Source: an optimization exercise on an open RTL-to-GDS flow (aim: small area, a short achievable clock period and few clock cycles). Production flows keep margins and buffers that such runs may drop. In this exercise RTL edits were held to simulation tests only and were not proved equivalent to the original. Power is estimated from default activity; no workload was simulated.

Setup of alpha:
==> flow/design.v (excerpt) <==
module lorenc (
    input  wire        clk,
    input  wire        rst,
    input  wire        op_valid,
    input  wire [1:0]  op_code,
    input  wire [7:0]  op_start,
    input  wire [8:0]  op_src_len,
    output wire        busy,
    output reg         done,
    output reg  [1:0]  status,
    input  wire        en,
    input  wire        tp_present,
    input  wire        ok,
    input  wire        tx_empty,
    output reg  [7:0]  tx_data,
    output reg         tx_valid,
    output reg         tx_last,
    output wire [8:0]  src_addr,
    output reg         src_re,
    input  wire [7:0]  src_data,
    input  wire        cfg_we,
    input  wire [1:0]  cfg_idx,
    input  wire [20:0] cfg_wdata,
    input  wire [2:0]  cfg_count,
    output reg         hb_req,
    output reg         log_evt,
    output reg  [2:0]  fault,
    output wire [8:0]  total,
    input  wire [7:0]  occ_idx,
    output wire        occ_bit
);
export LEC_CHECK = 0
export CAP_MARGIN = 20
export CORE_MARGIN = 2
export CORE_UTILIZATION = 55
export CTS_CLUSTER_DIAMETER = 100
export CTS_CLUSTER_SIZE = 20
export PLACE_DENSITY = 0.7
export SETUP_SLACK_MARGIN = 4.7
export SLEW_MARGIN = 20
export SYNTH_HIERARCHICAL = 1
create_clock -name core_clock -period 10.0 [get_ports {clk}]
run.sh (not shown) runs the stock make flow with config.mk's settings and CLKGATE_MAP_FILE= SYNTH_SCRIPT=/design/flow/synth_recipe.tcl, a recipe that flattens the netlist after the stock synthesis.
Testbench counts of alpha, summed over its fixed seeds: cycles 58,479.
Modified inputs, beta compared to alpha
--- a/flow/design.v
+++ b/flow/design.v
@@ -50,19 +50,21 @@
                       (w_am == 2'd1) ? 3'd1 : (w_am == 2'd2) ? 3'd2 : 3'd0;
     wire [7:0] w_n  = (w_dt == 3'd7) ? 8'd0 : cfg_wdata[7:0];
     always @(posedge clk)
         if (cfg_we && !busy)
             stg[cfg_idx] <= {w_et, cfg_wdata[15:8], w_n};
     assign total = total_r[8:0];
     reg  [7:0] hi8 [0:3];
+    reg  [3:0] oval;
     integer    oc;
     lorenc_occ u_occ (
         .idx(occ_idx),
         .lo0(cfg[0][15:8]), .lo1(cfg[1][15:8]), .lo2(cfg[2][15:8]), .lo3(cfg[3][15:8]),
         .hi0(hi8[0]), .hi1(hi8[1]), .hi2(hi8[2]), .hi3(hi8[3]),
+        .val(oval),
         .hit(occ_bit)
     );
     reg [3:0]  h_np1;
     reg [8:0]  h_hi;
     reg [18:0] h_w;
     always @(posedge clk)
         for (oc = 0; oc < 4; oc = oc + 1) begin
@@ -72,18 +74,16 @@
                 3'd2:    h_np1 = 4'd1;
                 3'd4:    h_np1 = 4'd3;
                 3'd5:    h_np1 = 4'd7;
                 3'd6:    h_np1 = 4'd15;
                 default: h_np1 = 4'd0;
             endcase
             h_hi = {1'b0, h_w[15:8]} + {5'd0, h_np1};
-            if (n_ctrl <= oc || h_w[7:0] == 8'd0)
-                hi8[oc] <= 8'd0;
-            else
-                hi8[oc] <= (h_hi > 9'd254) ? 8'd254 : h_hi[7:0];
+            oval[oc] <= (n_ctrl > oc) && (h_w[7:0] != 8'd0) && (h_w[15:8] != 8'd255);
+            hi8[oc]  <= (h_hi > 9'd254) ? 8'd254 : h_hi[7:0];
         end
     reg [2:0]  st;
     reg        is_alloff;
     reg        rst_fill;
     reg [7:0]  start_r;
     reg        en_r, tp_r, ok_r, txe_r;
     reg [3:0]  cnt;
@@ -704,14 +704,15 @@
         end
     end
 endmodule
 module lorenc_occ (
     input  wire [7:0] idx,
     input  wire [7:0] lo0, lo1, lo2, lo3,
     input  wire [7:0] hi0, hi1, hi2, hi3,
+    input  wire [3:0] val,
     output wire       hit
 );
     function ge8;
         input [7:0] a, b;
         reg [7:0] g, e;
         reg [3:0] g1, e1;
         reg [1:0] g2, e2;
@@ -726,13 +727,13 @@
             for (k = 0; k < 2; k = k + 1) begin
                 g2[k] = g1[2*k+1] | (e1[2*k+1] & g1[2*k]);
                 e2[k] = e1[2*k+1] & e1[2*k];
             end
             ge8 = g2[1] | (e2[1] & g2[0]) | (e2[1] & e2[0]);
         end
     endfunction
-    wire in0 = ge8(idx, lo0) && ge8(hi0, idx);
-    wire in1 = ge8(idx, lo1) && ge8(hi1, idx);
-    wire in2 = ge8(idx, lo2) && ge8(hi2, idx);
-    wire in3 = ge8(idx, lo3) && ge8(hi3, idx);
+    wire in0 = val[0] && ge8(idx, lo0) && ge8(hi0, idx);
+    wire in1 = val[1] && ge8(idx, lo1) && ge8(hi1, idx);
+    wire in2 = val[2] && ge8(idx, lo2) && ge8(hi2, idx);
+    wire in3 = val[3] && ge8(idx, lo3) && ge8(hi3, idx);
     assign hit = (idx == 8'd0) | in0 | in1 | in2 | in3;
 endmodule
### Flow results
Per the comparison of beta with alpha, total power held, part of the power in combinational logic saw little to no change, maximum number of pins on one net before global-route repair picked up an extra 1.2%, cell internal power dissipation now sits at about the same level, count of filler cells inserted in the layout shrank by 91. The share of cell area taken by flip-flops and latches of beta falls short of that of alpha by 0.22 points.
Testbench counts of beta, summed over its fixed seeds: cycles 58,479.

## afterwards: timing with drivers on the ports
No port has a modelled driver above. Below, the same layouts with a new extraction and two added sets of constraints. Step 1, drivers: a clkbuf_16 drives clk and a buf_2 each remaining input, both assumed. Step 2 also shifts input and output timing later by t, the mid clock arrival at the registers, as if the neighbouring blocks saw the same clock. Slacks: ideal / step 1 / step 2; pairs: ideal / step 1.
run	t, ns	setup slack, ns	clock arrival spread, ns
alpha	0.786	4.390 / 4.333 / 4.333	0.064 / 0.064
beta	0.782	4.310 / 4.266 / 4.266	0.060 / 0.060
After both steps setup and hold are still met in every run listed. The setup slack of alpha, which loses most, moves by -0.057 ns with the drivers and by -0.057 ns with both steps.
